This design comes from an exercise in tuning for small area on the open sky130 flow, not from production work. Only simulation tests tie the RTL to the original design; equivalence was not proved. The flow treats the clock pin as an ideal source. Dropping or thinning the clock tree relies on that and would not hold on a real chip. Power figures rest on the tool's default switching activity, not on a simulated workload.

## camctl
module camctl (
    input  wire        clk,
    input  wire        rst,
    input  wire        cmd_valid,
    output wire        cmd_ready,
    input  wire [2:0]  cmd_op,
    input  wire [7:0]  cmd_addr,
    input  wire [7:0]  cmd_val,
    output wire        rsp_valid,
    output wire [1:0]  rsp_status,
    output wire [7:0]  rsp_code,
    output wire [7:0]  rsp_data,
    output wire        tr_req,
    output wire        tr_we,
    output wire [7:0]  tr_addr,
    output wire [7:0]  tr_wdata,
    input  wire        tr_done,
    input  wire        tr_fail,
    input  wire [7:0]  tr_rdata,
    output wire        log_valid,
    output wire [1:0]  log_kind,
    output wire [7:0]  log_data,
    input  wire        s_valid,
    input  wire [7:0]  s_data,
    input  wire        s_last,
    input  wire        s_restart,
    input  wire        cfg_varlen,
    input  wire [23:0] cfg_expected,
    output wire        q_valid,
    output wire [1:0]  q_outcome,
    output wire        q_close,
    output wire [11:0] q_len
);
clock: 6.0 ns
lec_check: 0
cap_margin: 20
core_margin: 2
core_utilization: 72
slew_margin: 20
standard.sh (not shown) runs the stock make flow with config.mk's settings and CLKGATE_MAP_FILE= SYNTH_SCRIPT=/design/flow/synth_recipe.tcl, a recipe that flattens the netlist after the stock synthesis.
==> flow/flow/run.sh <==
#!/bin/bash
# Standard ORFS layout with three changes:
#  - after the standard synthesis, its combinational logic is re-mapped for
#    area by flow/resyn.tcl (registers untouched), with each flow/resyn_*.abc
#    script; the smallest netlist whose pre-layout setup slack is at least
#    0.6 ns is laid out (the standard netlist if none is);
#  - ports get buf_1 buffers;
#  - the clock tree is two levels of buffers built by flow/cts_hook.tcl.
# Each tool's output goes to a log file in this folder.
set -euo pipefail
here=$(pwd)
platform=$FLOW_HOME/platforms/sky130hd
lib=$platform/lib/sky130_fd_sc_hd__tt_025C_1v80.lib
res=$here/orfs/results/sky130hd/camctl/base

bash standard.sh synth > synth.log 2>&1

cp $res/1_2_yosys.v $here/std_synth.v
dont_use="$(grep -o 'cell *( *"\?sky130_fd_sc_hd__\(lpflow\|probe\)[a-z0-9_]*' $lib | grep -o 'sky130_fd_sc_hd__[a-z0-9_]*' | sort -u | tr '\n' ' ')"
for abc in $here/flow/resyn_*.abc; do
    c=$(basename $abc .abc)
    (
        RESYN_IN=$here/std_synth.v RESYN_OUT=$here/$c.v RESYN_LIB=$lib RESYN_ABC=$abc \
        RESYN_DONT_USE="$dont_use" yosys -c $here/flow/resyn.tcl > $c.log 2>&1 || true
    ) &
done
wait
best=$here/std_synth.v
best_area=
for abc in $here/flow/resyn_*.abc; do
    c=$(basename $abc .abc)
    [[ -s $here/$c.v ]] || continue
    area=$(grep "Chip area for module '\\\\camctl'" $c.log | tail -1 | awk '{print $NF}')
    STA_NETLIST=$here/$c.v STA_PLATFORM=$platform STA_SDC=$here/constraint.sdc \
        openroad -no_init -exit $here/flow/sta.tcl > $c.sta.log 2>&1 || true
    slack=$(grep '^slack' $c.sta.log | awk '{print $2}')
    echo "$c area $area slack $slack" >> choice.log
    [[ -n "$area" && -n "$slack" ]] || continue
    if awk -v s=$slack 'BEGIN { exit !(s >= 0.6) }' &&
       { [[ -z "$best_area" ]] || awk -v a=$area -v b=$best_area 'BEGIN { exit !(a < b) }'; }; then
        best=$here/$c.v
        best_area=$area
    fi
done
echo "chosen $best" >> choice.log
cp $best $res/1_2_yosys.v
rm -f $res/1_synth.odb $res/1_synth.sdc

export BUFFER_PORTS_ARGS="-buffer_cell sky130_fd_sc_hd__buf_1"
export PRE_CTS_TCL="$here/flow/cts_hook.tcl"
export MY_CTS_LEAVES=${MY_CTS_LEAVES:-8}
export MY_CTS_LEAF=${MY_CTS_LEAF:-sky130_fd_sc_hd__clkbuf_8}
export MY_CTS_ROOT=${MY_CTS_ROOT:-sky130_fd_sc_hd__clkbuf_4}
bash standard.sh > layout.log 2>&1
==> flow/flow/resyn.tcl <==
# Yosys script (yosys -c): re-map the combinational logic of the standard
# synthesis netlist for area. Flip-flops and tie cells stay as they are, with
# their instance names, so the registers match the standard synthesis.
# Environment: RESYN_IN, RESYN_OUT (netlists), RESYN_LIB (liberty),
# RESYN_ABC (abc script), RESYN_DONT_USE (cells abc must not use).
yosys read_liberty -ignore_miss_func $::env(RESYN_LIB)
yosys read_verilog $::env(RESYN_IN)
yosys hierarchy -top camctl
yosys setattr -mod -set keep_hierarchy 1 sky130_fd_sc_hd__*df* sky130_fd_sc_hd__*dl* sky130_fd_sc_hd__conb_1
yosys flatten
yosys opt_clean -purge
set dont_use {}
foreach c $::env(RESYN_DONT_USE) { lappend dont_use -dont_use $c }
yosys abc -liberty $::env(RESYN_LIB) {*}$dont_use -script $::env(RESYN_ABC)
yosys opt_clean -purge
yosys read_liberty -lib -overwrite -ignore_miss_func $::env(RESYN_LIB)
yosys hilomap -singleton -hicell sky130_fd_sc_hd__conb_1 HI -locell sky130_fd_sc_hd__conb_1 LO
yosys insbuf -buf sky130_fd_sc_hd__buf_4 A X
yosys select camctl
yosys stat -liberty $::env(RESYN_LIB)
yosys check -assert
yosys write_verilog -noattr -nohex -nodec -selected $::env(RESYN_OUT)
==> flow/flow/resyn_nf.abc <==
strash
&get -n
&deepsyn -T 10 -S 1
&put
dch -f
&get -n
&nf
&put
Other scripts of this flow, unchanged in this note and not shown: flow/flow/cts_hook.tcl, flow/flow/resyn_amap.abc, flow/flow/resyn_nfr.abc, flow/flow/sta.tcl
Change:
--- a/flow/flow/resyn.tcl
+++ b/flow/flow/resyn.tcl
@@ -17,3 +17,3 @@
 yosys hilomap -singleton -hicell sky130_fd_sc_hd__conb_1 HI -locell sky130_fd_sc_hd__conb_1 LO
-yosys insbuf -buf sky130_fd_sc_hd__buf_4 A X
+yosys insbuf -buf sky130_fd_sc_hd__buf_1 A X
 yosys select camctl
==> flow/flow/resyn_amap2.abc (new file) <==
strash
&get -n
&deepsyn -T 10 -S 2
&put
dch -f
amap
CORE_UTILIZATION = 65   (was 72)
removed: flow/flow/resyn_nf.abc
Effect:
- die area came out higher by about 10%
- power rose by 18%
- sequential power climbs by about 10%
- wire length decreases by about 7%
- cell area falls by 0.33%
- synthesized cell count goes down by about 1%
- utilization is lower by 8.8 points
Change:
--- a/flow/flow/resyn.tcl
+++ b/flow/flow/resyn.tcl
@@ -17,3 +17,3 @@
 yosys hilomap -singleton -hicell sky130_fd_sc_hd__conb_1 HI -locell sky130_fd_sc_hd__conb_1 LO
-yosys insbuf -buf sky130_fd_sc_hd__buf_1 A X
+yosys insbuf -buf sky130_fd_sc_hd__buf_4 A X
 yosys select camctl
==> flow/flow/resyn_nf.abc (new file) <==
strash
&get -n
&deepsyn -T 10 -S 1
&put
dch -f
&get -n
&nf
&put
removed: flow/flow/resyn_amap2.abc
Outcome: Worst hold slack improved by 0.0066 ns; final area hardly moves; cell count is higher by 0.87%; total power is lower by 16%; worst setup slack got worse by 0.074 ns.
In every run of this note, the design's own scripts or RTL, not TritonCTS, make the clock network.

Starting RTL as in the previous note.
clock: 6.0 ns
lec_check: 0
cap_margin: 20
core_margin: 2
core_utilization: 80
slew_margin: 20
==> flow/flow/run.sh <==
#!/bin/bash
# Standard ORFS layout with three changes:
#  - after the standard synthesis, its combinational logic is re-mapped for
#    area by flow/resyn.tcl (registers untouched);
#  - ports get buf_1 buffers;
#  - the clock tree is two levels of buffers built by flow/cts_hook.tcl.
# Each tool's output goes to a log file in this folder.
set -euo pipefail
here=$(pwd)
lib=$FLOW_HOME/platforms/sky130hd/lib/sky130_fd_sc_hd__tt_025C_1v80.lib
res=$here/orfs/results/sky130hd/camctl/base

bash standard.sh synth > synth.log 2>&1

cp $res/1_2_yosys.v $here/std_synth.v
export RESYN_IN=$here/std_synth.v
export RESYN_OUT=$here/resyn.v
export RESYN_LIB=$lib
export RESYN_ABC=$here/flow/resyn.abc
export RESYN_DONT_USE="$(grep -o 'cell *( *"\?sky130_fd_sc_hd__\(lpflow\|probe\)[a-z0-9_]*' $lib | grep -o 'sky130_fd_sc_hd__[a-z0-9_]*' | sort -u | tr '\n' ' ')"
yosys -c $here/flow/resyn.tcl > resyn.log 2>&1
cp $here/resyn.v $res/1_2_yosys.v
rm -f $res/1_synth.odb $res/1_synth.sdc

export BUFFER_PORTS_ARGS="-buffer_cell sky130_fd_sc_hd__buf_1"
export PRE_CTS_TCL="$here/flow/cts_hook.tcl"
export MY_CTS_LEAVES=${MY_CTS_LEAVES:-8}
export MY_CTS_LEAF=${MY_CTS_LEAF:-sky130_fd_sc_hd__clkbuf_8}
export MY_CTS_ROOT=${MY_CTS_ROOT:-sky130_fd_sc_hd__clkbuf_4}
bash standard.sh > layout.log 2>&1
==> flow/flow/cts_hook.tcl <==
# Sourced by ORFS cts.tcl before its clock_tree_synthesis call (PRE_CTS_TCL).
# Replaces clock_tree_synthesis with a two-level tree: one root buffer on the
# clock port driving one leaf buffer per group of flip-flops (the
# placed clock pins split at medians into groups of nearly equal size).
# Every flip-flop is two buffers from the port.

proc clock_tree_synthesis { args } {
  set nleaf     [expr { [info exists ::env(MY_CTS_LEAVES)] ? $::env(MY_CTS_LEAVES) : 4 }]
  set leaf_cell [expr { [info exists ::env(MY_CTS_LEAF)] ? $::env(MY_CTS_LEAF) : "sky130_fd_sc_hd__clkbuf_8" }]
  set root_cell [expr { [info exists ::env(MY_CTS_ROOT)] ? $::env(MY_CTS_ROOT) : "sky130_fd_sc_hd__clkbuf_4" }]
  set db    [ord::get_db]
  set block [ord::get_db_block]
  set clk   [$block findNet clk]
  set sinks {}
  set xs {}
  set ys {}
  foreach it [$clk getITerms] {
    set loc [$it getAvgXY]
    lappend sinks $it
    lappend xs [lindex $loc 1]
    lappend ys [lindex $loc 2]
  }
  set n [llength $sinks]
  puts "my_cts: $n sinks, $nleaf leaves of $leaf_cell, root $root_cell"
  # split the clock pins at medians, along the wider side of each group,
  # into nleaf groups of nearly equal size
  set all {}
  for { set i 0 } { $i < $n } { incr i } { lappend all $i }
  set todo [list [list $all $nleaf]]
  set groups {}
  while { [llength $todo] > 0 } {
    lassign [lindex $todo 0] members k
    set todo [lrange $todo 1 end]
    if { $k <= 1 } {
      lappend groups $members
      continue
    }
    set gx {}
    set gy {}
    foreach i $members {
      lappend gx [lindex $xs $i]
      lappend gy [lindex $ys $i]
    }
    set wx [expr { [tcl::mathfunc::max {*}$gx] - [tcl::mathfunc::min {*}$gx] }]
    set wy [expr { [tcl::mathfunc::max {*}$gy] - [tcl::mathfunc::min {*}$gy] }]
    set keyed {}
    foreach i $members {
      lappend keyed [list $i [expr { $wx >= $wy ? [lindex $xs $i] : [lindex $ys $i] }]]
    }
    set sorted {}
    foreach e [lsort -integer -index 1 $keyed] { lappend sorted [lindex $e 0] }
    set k1 [expr { $k / 2 }]
    set h [expr { [llength $sorted] * $k1 / $k }]
    lappend todo [list [lrange $sorted 0 [expr { $h - 1 }]] $k1]
    lappend todo [list [lrange $sorted $h end] [expr { $k - $k1 }]]
  }
  set nleaf [llength $groups]
  set asg [lrepeat $n 0]
  set cx {}
  set cy {}
  set sc {}
  set k 0
  foreach g $groups {
    set sx 0.0
    set sy 0.0
    foreach i $g {
      lset asg $i $k
      set sx [expr { $sx + [lindex $xs $i] }]
      set sy [expr { $sy + [lindex $ys $i] }]
    }
    lappend cx [expr { int($sx / [llength $g]) }]
    lappend cy [expr { int($sy / [llength $g]) }]
    lappend sc [llength $g]
    incr k
  }
  set root_master [$db findMaster $root_cell]
  set leaf_master [$db findMaster $leaf_cell]
  set root [odb::dbInst_create $block $root_master clkbuf_root]
  set rnet [odb::dbNet_create $block clknet_root]
  $rnet setSigType CLOCK
  [$root findITerm A] connect $clk
  [$root findITerm X] connect $rnet
  set ax 0.0
  set ay 0.0
  set used 0
  for { set k 0 } { $k < $nleaf } { incr k } {
    if { [lindex $sc $k] == 0 } { continue }
    set b [odb::dbInst_create $block $leaf_master clkbuf_leaf_$k]
    set net [odb::dbNet_create $block clknet_leaf_$k]
    $net setSigType CLOCK
    [$b findITerm A] connect $rnet
    [$b findITerm X] connect $net
    for { set i 0 } { $i < $n } { incr i } {
      if { [lindex $asg $i] == $k } {
        set it [lindex $sinks $i]
        $it disconnect
        $it connect $net
      }
    }
    $b setLocation [lindex $cx $k] [lindex $cy $k]
    $b setPlacementStatus PLACED
    set ax [expr { $ax + [lindex $cx $k] }]
    set ay [expr { $ay + [lindex $cy $k] }]
    incr used
    puts "my_cts: leaf $k at [lindex $cx $k] [lindex $cy $k] with [lindex $sc $k] sinks"
  }
  $root setLocation [expr { int($ax / $used) }] [expr { int($ay / $used) }]
  $root setPlacementStatus PLACED
  $clk setSigType CLOCK
  set_propagated_clock [all_clocks]
}
Other scripts of this flow, unchanged in this note and not shown: flow/flow/resyn.abc, flow/flow/resyn.tcl
The first run did not get past global placement (3_3_place_gp), error GPL-0301.
Next try:
Settings changed: CORE_UTILIZATION 80 to 65.
Now the flow finished with timing, DRC and antenna clean; synthesized cell count stays the same; synthesized area stays the same.
Next try:
--- a/flow/flow/run.sh
+++ b/flow/flow/run.sh
@@ -25,6 +25,6 @@
 export BUFFER_PORTS_ARGS="-buffer_cell sky130_fd_sc_hd__buf_1"
 export PRE_CTS_TCL="$here/flow/cts_hook.tcl"
-export MY_CTS_LEAVES=${MY_CTS_LEAVES:-8}
+export MY_CTS_LEAVES=${MY_CTS_LEAVES:-10}
 export MY_CTS_LEAF=${MY_CTS_LEAF:-sky130_fd_sc_hd__clkbuf_8}
-export MY_CTS_ROOT=${MY_CTS_ROOT:-sky130_fd_sc_hd__clkbuf_4}
+export MY_CTS_ROOT=${MY_CTS_ROOT:-sky130_fd_sc_hd__clkbuf_8}
 bash standard.sh > layout.log 2>&1
--- a/flow/flow/cts_hook.tcl
+++ b/flow/flow/cts_hook.tcl
@@ -23,17 +23,15 @@
   set n [llength $sinks]
   puts "my_cts: $n sinks, $nleaf leaves of $leaf_cell, root $root_cell"
-  # split the clock pins at medians, along the wider side of each group,
-  # into nleaf groups of nearly equal size
+  # split the largest group at its median along its wider side until there
+  # are nleaf groups
   set all {}
   for { set i 0 } { $i < $n } { incr i } { lappend all $i }
-  set todo [list [list $all $nleaf]]
-  set groups {}
-  while { [llength $todo] > 0 } {
-    lassign [lindex $todo 0] members k
-    set todo [lrange $todo 1 end]
-    if { $k <= 1 } {
-      lappend groups $members
-      continue
+  set groups [list $all]
+  while { [llength $groups] < $nleaf } {
+    set big 0
+    for { set g 1 } { $g < [llength $groups] } { incr g } {
+      if { [llength [lindex $groups $g]] > [llength [lindex $groups $big]] } { set big $g }
     }
+    set members [lindex $groups $big]
     set gx {}
     set gy {}
@@ -50,8 +48,7 @@
     set sorted {}
     foreach e [lsort -integer -index 1 $keyed] { lappend sorted [lindex $e 0] }
-    set k1 [expr { $k / 2 }]
-    set h [expr { [llength $sorted] * $k1 / $k }]
-    lappend todo [list [lrange $sorted 0 [expr { $h - 1 }]] $k1]
-    lappend todo [list [lrange $sorted $h end] [expr { $k - $k1 }]]
+    set h [expr { [llength $sorted] / 2 }]
+    set groups [lreplace $groups $big $big \
+      [lrange $sorted 0 [expr { $h - 1 }]] [lrange $sorted $h end]]
   }
   set nleaf [llength $groups]
=> Routed wire length came out higher by 0.72%; flip-flop and latch count stays the same; utilization came out higher by 0.37 points; setup slack stays flat; combinational power is about the same; total power came out higher by 2.2%; clock skew came out higher by 0.015 ns; fmax barely changes; critical path depth stays the same; synthesized area is unchanged; hold slack is worse by 0.012 ns.
The clock cells of the second and third runs of this note come from the design's own scripts or RTL, not from TritonCTS.

[static timing again, ports no longer ideal]
In the flow no input, the clock included, has a driving cell. The finished layouts below were timed again as built, in two steps. Step 1: set_driving_cell puts a clkbuf_16 on clk and a buf_2 on each other input, an assumption about the parent block. Step 2, shift: input delay + t, output delay - t, t = (earliest + latest rising clock arrival at the registers) / 2. This alone moves slack from input paths to output paths. a / b / c = no drivers / after step 1 / after step 2; a / b = the first two.
run	t, ns	setup slack, ns	worst setup path after step 2	slew at the worst register clock pin (ns)
the first run of note 1	0.504	0.740 / 0.740 / 0.353	input to register	0.11 / 0.11
the second run of note 1	0.508	0.862 / 0.860 / 0.419	input to register	0.10 / 0.10
the third run of note 1	0.512	0.788 / 0.788 / 0.347	input to register	0.11 / 0.11
the second run of note 2	0.508	1.519 / 1.498 / 1.498	input to output	0.11 / 0.11
the third run of note 2	0.426	1.517 / 1.495 / 1.495	input to output	0.11 / 0.11
After both steps every run listed still meets setup and hold. For the second run of note 1, which loses most, drivers alone change the setup slack by -0.002 ns; drivers and shift together by -0.443 ns.
